From an optimization exercise on the open Yosys and OpenROAD flow, aimed at small area, a short achievable clock period and few clock cycles per item; shortcuts taken in it are not production practice.
The RTL was checked by simulation tests, not by an equivalence proof against the original design.
Power is estimated from default activity; no workload was simulated.

==> flow/design.v (outline; a module is shown in full before it is edited, if it fits) <==
// module chirp_correlator: 940 lines
// module csa_fa: 4 lines
// module chirp_radar_ranger: 214 lines
module chirp_radar_ranger (
    input  wire        clk,
    input  wire        rst,
    input  wire        key_valid,
    input  wire [7:0]  key_char,
    input  wire        in_valid,
    output wire        in_ready,
    input  wire [15:0] mic,
    input  wire [31:0] now,
    output reg         out_valid,
    input  wire        out_ready,
    output wire [15:0] out_left,
    output reg         out_last,
    output reg         ev_valid,
    output reg         ev_kind,       
    output reg  [7:0]  ev_char,
    output wire [5:0]  ev_index,
    output reg  [13:0] ev_dist,       
    output wire [27:0] ev_amp
);
  // ...
==> flow/flow/run.sh <==
#!/bin/bash
# The standard layout (the standard.sh: the standard synthesis,
# floorplan, placement, CTS, routing) at the design's clock period and
# constraints, with two settings passed on to ORFS:
#  - SETUP_SLACK_MARGIN: the resizer's setup repair aims for this much
#    slack, so it works the paths down towards the period the design can
#    reach rather than stopping once the design's period is met;
#  - BUFFER_PORTS_ARGS: the cell used for the buffer every port gets.
# The make output goes to standard_make.log; ORFS's own logs are kept under
# orfs/logs.
set -euo pipefail
MARGIN=$(cat flow/margin.txt)
PORTBUF=$(cat flow/portbuf.txt)
bash standard.sh "SETUP_SLACK_MARGIN=$MARGIN" "BUFFER_PORTS_ARGS=-buffer_cell $PORTBUF" finish > standard_make.log 2>&1
==> flow/flow/margin.txt <==
8.9
==> flow/flow/portbuf.txt <==
sky130_fd_sc_hd__buf_2
==> flow/standard.sh <==
#!/bin/bash
# synth_recipe.tcl (not shown) runs the flow's synth.tcl, then flattens the netlist and writes it again
# the make line also repeats each setting of config.mk as NAME=value (left out here)
make -C /OpenROAD-flow-scripts/flow DESIGN_CONFIG=/design/flow/config.mk WORK_HOME=/design/flow/orfs CLKGATE_MAP_FILE= SYNTH_SCRIPT=/design/flow/synth_recipe.tcl "${@:-finish}"
==> flow/config.mk <==
export PLATFORM = sky130hd
export DESIGN_NAME = chirp_radar_ranger
export DESIGN_NICKNAME = chirp_radar_ranger
export VERILOG_FILES = /design/flow/design.v
export SDC_FILE = /design/flow/constraint.sdc
export NUM_CORES = 4
export LEC_CHECK = 0
export CAP_MARGIN = 20
export CORE_MARGIN = 2
export CORE_UTILIZATION = 40
export CTS_CLUSTER_DIAMETER = 80
export CTS_CLUSTER_SIZE = 24
export SLEW_MARGIN = 20
export SYNTH_HIERARCHICAL = 1
==> flow/constraint.sdc <==
create_clock -name core_clock -period 13.0 [get_ports {clk}]
set_input_delay 2.6000 -clock core_clock [delete_from_list [all_inputs] [get_ports {clk}]]
set_output_delay 2.6000 -clock core_clock [all_outputs]
set_load 0.01 [all_outputs]
==> results.toml, run 1 <==
[status]
status = "no timing/DRC/antenna violations"

[global_routing]
gr-usage-met1 = 0.248
grt-ovfl-total = 0
antenna_found_initial = 5
grt_max_degree = 77

[detailed_routing]
drtIter0Drc = 1433
wl_met1_mm = 36.2
wl_per_cell_um = 22.9
routed-via-count = 19310

[setup_path]
reg2reg_slack_ps = 9020
critPathMaxStageDelay_ps = 550

[power]
pwr.group.clock_mw = 1.49
power_frac_clock = 0.166

[synthesis]
async_reset_ff_frac = 0
synth_xor_area_frac = 0.0281
ys_seq_area_frac = 0.421
syn-cell-area_mm2 = 0.0368
ys_ff_latch = 622

[placement]
dpl_worst_slack_ps = 8090

[cells_and_area]
seq_area_mm2 = 0.0155
drive_gt1_frac = 0.107
antenna_cells = 1
max_flop_register = "u_corr.win"
final-nonclk-buf-share = 0.0178
area_growth_pct = 9.67
mostFrequentLayoutCells = "fa_1 (668), dfxtp_1 (316), edfxtp_1 (304)"

[clock_network]
cts_setup_buffers = 0
clk_latency_ps = 620

[timing]
min_period_ps = 3980
fin_setup_tns_ps = 0
Testbench counts, summed over its fixed seeds: cycles 32,776, items 32,768.
==> inputs of run 2 (changes only) <==
==> flow/flow/margin.txt (replaced) <==
9.1
==> run 2 against run 1 <==
  * Power rose by 5.0%
  * Area after synthesis unchanged
  * Still clean on timing, DRC and antenna
  * Sequential share of layout area is 0.38 points lower
  * Wire length is 0.87% higher
  * Count of clock-buffer cells in the layout down 1
  * Clock skew grew 3.6 ps
  * Global-route usage rose by 0.080 points
  * Utilization rose by 0.46 points
  * Highest routed layer unchanged
==> results.toml, run 2 <==
[timing]
final_hold_viol_count = 0
post-route-period-util = 0.298
fin_ws_ps = 9130
drv_slew = 0
min_period_ps = 3870
rsz0062_at_grt = "yes"
fin_setup_tns_ps = 0
setup_violations = 0
whs_ps = 422
skew_ps = 36.7
fmaxAchievable_ghz = 0.258
worst_slew_pin_slew_ps = 974
slew_headroom = 0.350

[setup_path]
crit_buf_inv = 1
arrival_ps = 1270
path_delay_family = "flip-flops"
path_max_fanout = 2
reg2reg_slack_ps = 9160
worstSetupStartpointType = "flop"
end_kind = "output port"
worstSetupPathType = "reg2out"
required_ps = 10400
crit_path_top_delay_cell = "edfxtp_1"
critPathMaxStageDelay_ps = 480
worstPathCellList = "buf_2"

[detailed_routing]
drtIter0Drc = 1253
drc = 0
wirelength_mm = 88.1
dr.pass1.iters = 7
routed-via-count = 19474
postRouteAntennaNets = 0
wl_per_cell_um = 22.8
viasPerCell = 5.04

[global_routing]
grt-ovfl-total = 0
antenna_found_initial = 5
grt_pass1_wl_mm = 132
grt_pass1_vias = 21572
grt_usage = 0.190
grt_max_degree = 80

[synthesis]
ys_top_cells_by_count = "fa_1 (669), dfxtp_1 (318), edfxtp_1 (304)"
synth_flop_cell = "dfxtp_1"
synth_edf_count = 304
ys_ff_latch = 622
synth_cells = 2460
syn-cell-area_mm2 = 0.0368
ys_seq_area_frac = 0.421
synth_cell_types = 76
async_reset_ff_frac = 0
yosys.area.top_type = "fa_1"
avgSynthCellArea_um2 = 14.9
synth_area_leaders = "fa_1 (36%), edfxtp_1 (25%), dfxtp_1 (17%)"
synth.most_common_cell = "fa_1"
synth_top_area_frac = 0.364
yosysWarnings = 9

[placement]
port_buffers = 135
dp.cells = 3742
placed_area_mm2 = 0.0388
place_hpwl_mm = 71.1
dpl_worst_slack_ps = 8390
globalplace.congestion = 0.907

[clock_network]
cts_hold_buf = 0
cts_root_buf = "clkbuf_16"
tritoncts = "done"
numClockSinks = 622
cts_made_buffers = 40
clk_latency_ps = 610
htreeDepth = 2
clockBufferDepth = 3
clk_pin_slew_worst_paths_ps = 90

[cells_and_area]
max_flop_register = "u_corr.win"
largest_registers = "u_corr.win (224), next_tx (32), now0 (32)"
final_core_util = 0.446
area_growth_pct = 10.8
mostFrequentLayoutCells = "fa_1 (666), dfxtp_1 (314), edfxtp_1 (304)"
final_nets = 3529
final_common_cell = "fa_1"
largest_register_ffs = 224
finalInstanceArea_mm2 = 0.0407
fin_cells = 3863
drive_gt1_frac = 0.128
fillCellCount = 8064

[floorplanning]
io_pins = 138
die_h_um = 307
initial_core_util = 0.402
die_w_um = 307
coreArea_mm2 = 0.0914
die_area_mm2 = 0.0944
num_rows = 111

[power]
power.density_mw_per_mm2 = 232
total_power_mw = 9.44
worst_ir_drop_vdd_v = 0.000488
leakagePower_nw = 15.6

[status]
status = "no timing/DRC/antenna violations"

[job]
max-cap-violations = 0

[hold_path]
hold_class = "reg2reg"
-- run 2: cell counts after synthesis --
Identical to the previous run, type by type.
-- run 2: power by group --
| group | leakage, nW | internal [mW] | switching (mW) |
|---|---|---|---|
| Clock | 0.683 | 0.674 | 0.753 |
| Combinational | 9.56 | 2.46 | 3.06 |
| Sequential | 5.39 | 2.35 | 0.136 |
-- run 2: worst register-to-register path, cell delays in order (launching register included) --
cell	delay, ps
edfxtp_1	530
fa_1	520
fa_1	540
fa_1	440
fa_1	490
fa_1	610
inv_1	100
fa_1	480
-- run 2: final cells by class --
class	count	area, µm²	area share
inverter	252	950	0.0233
clock inverter	23	290	0.00713
clock buffer	51	1120	0.0274
timing repair buffer	186	1060	0.0261
tap	1186	1480	0.0364
sequential	622	15500	0.381
antenna	1	2.50	0.0000614
multi-input combinational	1542	20300	0.499
-- run 2: path summary, 6_finish.rpt --
path                     start              to  depth (start not counted)
max reg2reg  u_corr.win[1][10]  u_corr.p1_15_5                          7
min               u_corr.fl[1]     u_corr.done                          2
min reg2reg       u_corr.fl[1]     u_corr.done                          2
max             u_corr.amp[17]      ev_amp[17]                          1
-- run 2: kinds of logic (layout without fill, tap and decap cells) --
family	after synthesis	in the layout	synth area share
buffers and inverters	298	512	0.0328
muxes	40	40	0.0112
and+or+nand+nor	340	341	0.0468
adders and majority gates	824	824	0.417
AOI/OAI and AO/OA	217	217	0.0425
xor gates and xnor gates	118	118	0.0281
DFF	622	622	0.421
other	1	3	0.000102
-- run 2: what timing repair did --
item | in CTS | in global routing
gates cloned | 0 | 1
resized for setup | 21 | 22
setup endpoints to repair | 57 | 40
buffers inserted | 11 | 34
pin swaps | 8 | 19
-- run 2: modules after synthesis (local to each module, per instance) --
| module | area, µm² | copies in the design | cells | flip-flops and latches |
|---|---|---|---|---|
| chirp_correlator | 15200 | 1 | 1031 | 440 |
| chirp_radar_ranger | 8340 | 1 | 769 | 182 |
| csa_fa | 20.0 | 660 | 1 | 0 |
-- run 2: routing by layer --
layer | GRT usage | wire length (µm) | up-vias
met2 | 0.312 | 42200 | 641
met5 | 0 | 41 | -
met3 | 0.0571 | 7460 | 141
met4 | 0.0543 | 2600 | 6
li1 | - | - | 8496
met1 | 0.244 | 35800 | 10190
==> inputs of run 3 (changes only) <==
--- a/flow/config.mk
+++ b/flow/config.mk
@@ -7,7 +7,7 @@
 export LEC_CHECK = 0
 export CAP_MARGIN = 20
 export CORE_MARGIN = 2
-export CORE_UTILIZATION = 40
+export CORE_UTILIZATION = 60
 export CTS_CLUSTER_DIAMETER = 80
 export CTS_CLUSTER_SIZE = 24
 export SLEW_MARGIN = 20
==> run 3 against run 2 <==
  * Combinational power decreased by 4%
  * Critical endpoint is now u_corr.p1_15_5
  * Synthesized cell count unchanged
  * Sequential share of layout area is 0.46 points higher
  * Die area is 33% lower
  * Sequential power about the same
  * Clock skew shrank 4.7 ps
  * Count of clock-buffer cells in the layout unchanged
  * Still clean on timing, DRC and antenna
  * Non-clock buffer count is 16 higher
  * Register-to-register slack about the same
==> results.toml, run 3 <==
[status]
status = "no timing/DRC/antenna violations"

[timing]
min_period_ps = 3850
slew_headroom = 0.356
fin_setup_tns_ps = 0
fin_ws_ps = 9150
setup_violations = 0
skew_ps = 32.1
fmaxAchievable_ghz = 0.260
post-route-period-util = 0.296
final_hold_viol_count = 0
drv_slew = 0
worst_slew_pin_slew_ps = 966
rsz0062_at_grt = "yes"

[setup_path]
critPathMaxStageDelay_ps = 610
r2r-end = "u_corr.p1_15_5"
worstSetupStartpointType = "flop"
worstSetupPathType = "reg2reg"
crit_buf_inv = 1
reg2reg_from = "u_corr.win[1][10]"
end_kind = "flop"
reg2reg_slack_ps = 9150
rr_worst_depth = 7
path_max_fanout = 3
crit_path_top_delay_cell = "fa_1"
required_ps = 13540
worstPathCellList = "fa_1, fa_1, fa_1, fa_1, fa_1, inv_1, fa_1"
path_delay_family = "adder cells"
worst-path-stages = 7
cpMostUsedCell = "fa_1"
arrival_ps = 4390

[synthesis]
synth_cell_types = 76
syn-cell-area_mm2 = 0.0368
synth_top_area_frac = 0.364
synth_edf_count = 304
avgSynthCellArea_um2 = 14.9
ys_ff_latch = 622
synth_area_leaders = "fa_1 (36%), edfxtp_1 (25%), dfxtp_1 (17%)"
ys_top_cells_by_count = "fa_1 (669), dfxtp_1 (318), edfxtp_1 (304)"
async_reset_ff_frac = 0
ys_seq_area_frac = 0.421
synth.most_common_cell = "fa_1"
yosysWarnings = 9
synth_cells = 2460
synth_flop_cell = "dfxtp_1"
yosys.area.top_type = "fa_1"

[clock_network]
tritoncts = "done"
cts_root_buf = "clkbuf_16"
clockBufferDepth = 3
clk_latency_ps = 600
clk_pin_slew_worst_paths_ps = 90
numClockSinks = 622
cts_made_buffers = 39
cts_hold_buf = 0
htreeDepth = 2

[cells_and_area]
final_core_util = 0.666
fillCellCount = 4324
seq_area_mm2 = 0.0155
final_common_cell = "fa_1"
largest_registers = "u_corr.win (224), next_tx (32), now0 (32)"
multi_input_area_mm2 = 0.0203
antenna_cells = 0
max_flop_register = "u_corr.win"
area_growth_pct = 9.47
drive_gt1_frac = 0.129
fin_cells = 3471
largest_register_ffs = 224
mostFrequentLayoutCells = "fa_1 (667), dfxtp_1 (315), edfxtp_1 (304)"
final_nets = 3544

[floorplanning]
io_pins = 138
coreArea_mm2 = 0.0605
die_area_mm2 = 0.0633
die_w_um = 252
num_rows = 90
die_h_um = 252
initial_core_util = 0.608

[placement]
dpl_worst_slack_ps = 8450
port_buffers = 135
place_hpwl_mm = 68.7
globalplace.congestion = 0.925
dp.cells = 3337

[power]
worst_ir_drop_vdd_v = 0.000435
power.density_mw_per_mm2 = 228
leakagePower_nw = 15.7

[detailed_routing]
postRouteAntennaNets = 0
dr.pass1.iters = 5
routed-via-count = 19582
viasPerCell = 5.64
wl_per_cell_um = 24.6
drc = 0
wirelength_mm = 85.5
drtIter0Drc = 1328

[global_routing]
antenna_found_initial = 4
grt-ovfl-total = 0
grt_max_degree = 96
grt_usage = 0.282
grt_pass1_vias = 21357
grt_pass1_wl_mm = 129

[hold_path]
min_from = "u_corr.fl[1]"
hold_end = "u_corr.done"
hold_depth = 2
hold_class = "reg2reg"

[job]
max-cap-violations = 0
==> run 3: cell counts after synthesis <==
No cell type changed its count.
==> run 3: final cells by class <==
| type | instances | share of cell area |
|---|---|---|
| sequential | 622 | 0.385 |
| clock inverter | 20 | 0.00634 |
| timing repair buffer | 202 | 0.0296 |
| multi-input combinational | 1542 | 0.504 |
| tap | 782 | 0.0243 |
| clock buffer | 51 | 0.0267 |
| inverter | 252 | 0.0236 |
==> run 3: how the worst max path moves through the flow <==
stage | startpoint | to | slack (ps)
2_1_floorplan | in_valid | chirp_n[4] | 9040
3_3_place_gp | rst | ev_kind | 8520
3_5_place_dp | rst | ev_kind | 8450
4_1_cts | u_corr.p1_1_2 | u_corr.corr[24] | 9020
5_1_grt | left_q[7] | out_left[14] | 9080
6_report | u_corr.win[1][10] | u_corr.p1_15_5 | 9150
==> run 3: where the power goes <==
group	internal, mW	switching [mW]	leakage [nW]
clock	0.641	0.731	0.640
sequential	2.35	0.133	5.39
combinational	2.43	2.89	9.64
==> run 3: metrics by stage <==
stage	area (µm²)	hold slack (ps)	total power [mW]
3_5_place_dp	38300	420	7.28
5_1_grt	40200	452	9.96
6_report	40200	434	9.17
2_1_floorplan	36900	361	6.20
4_1_cts	39800	433	8.96
3_3_place_gp	38300	421	7.18
==> run 3: tightest hold or removal path: stages (launching register included) <==
cell	delay [ps]
dfxtp_1	300
nand2_1	60
nor2_1	40
==> run 3: metal layers <==
metal	wire length [µm]	track usage	vias to the layer above	part of all wire
met1	34500	0.378	10219	0.40
met4	2200	0.0718	2	0.026
met5	13	0	-	0.00015
met2	40800	0.455	700	0.48
li1	-	-	8527	-
met3	7940	0.0864	134	0.093
==> run 3: Yosys stat by module, one instance, submodules excluded <==
module,copies in the design,flops+latches
chirp_correlator,1,440
chirp_radar_ranger,1,182
csa_fa,660,0
==> run 3: cell families after synthesis <==
group	synth area share
and+or+nand+nor	0.0468
AOI/OAI and AO/OA	0.0425
other	0.000102
muxes	0.0112
buffers and inverters	0.0328
DFF	0.421
adders and majority gates	0.417
xor gates and xnor gates	0.0281
==> run 3: repair_timing <==
action,in CTS,in global routing
resized for setup,17,22
buffers inserted,14,48
pin swaps,6,16
cloned,0,1
setup endpoints to repair,48,119
endpoints found under the hold margin,0,0

## what the ideal ports hide
The results above use ideal ports. As a check the final layouts listed here were re-extracted and re-timed, cells and wires unchanged.
Step 1 sets driving cells, clkbuf_16 on the clock port and buf_2 on the other inputs (assumed; they add their load-dependent delay and slew).
Step 2 moves the port delays by t, midway between the first and last clock arrival at a register: inputs arrive t later, outputs are due t later. That takes back most of the time a late clock gives input paths.
Slacks: ideal ports / drivers / drivers and shift; pairs: ideal ports / drivers.
run	t (ns)	setup WS [ns]	hold slack, ns
run 1	0.663	9.018 / 9.018 / 8.431	0.428 / 0.428 / 0.428
run 2	0.655	9.129 / 9.065 / 8.643	0.422 / 0.422 / 0.422
run 3	0.649	9.151 / 9.095 / 8.731	0.434 / 0.434 / 0.434
After both steps setup and hold are still met in every run listed. The setup slack of run 1, which loses most, moves by 0.000 ns with the drivers and by -0.587 ns with both steps.
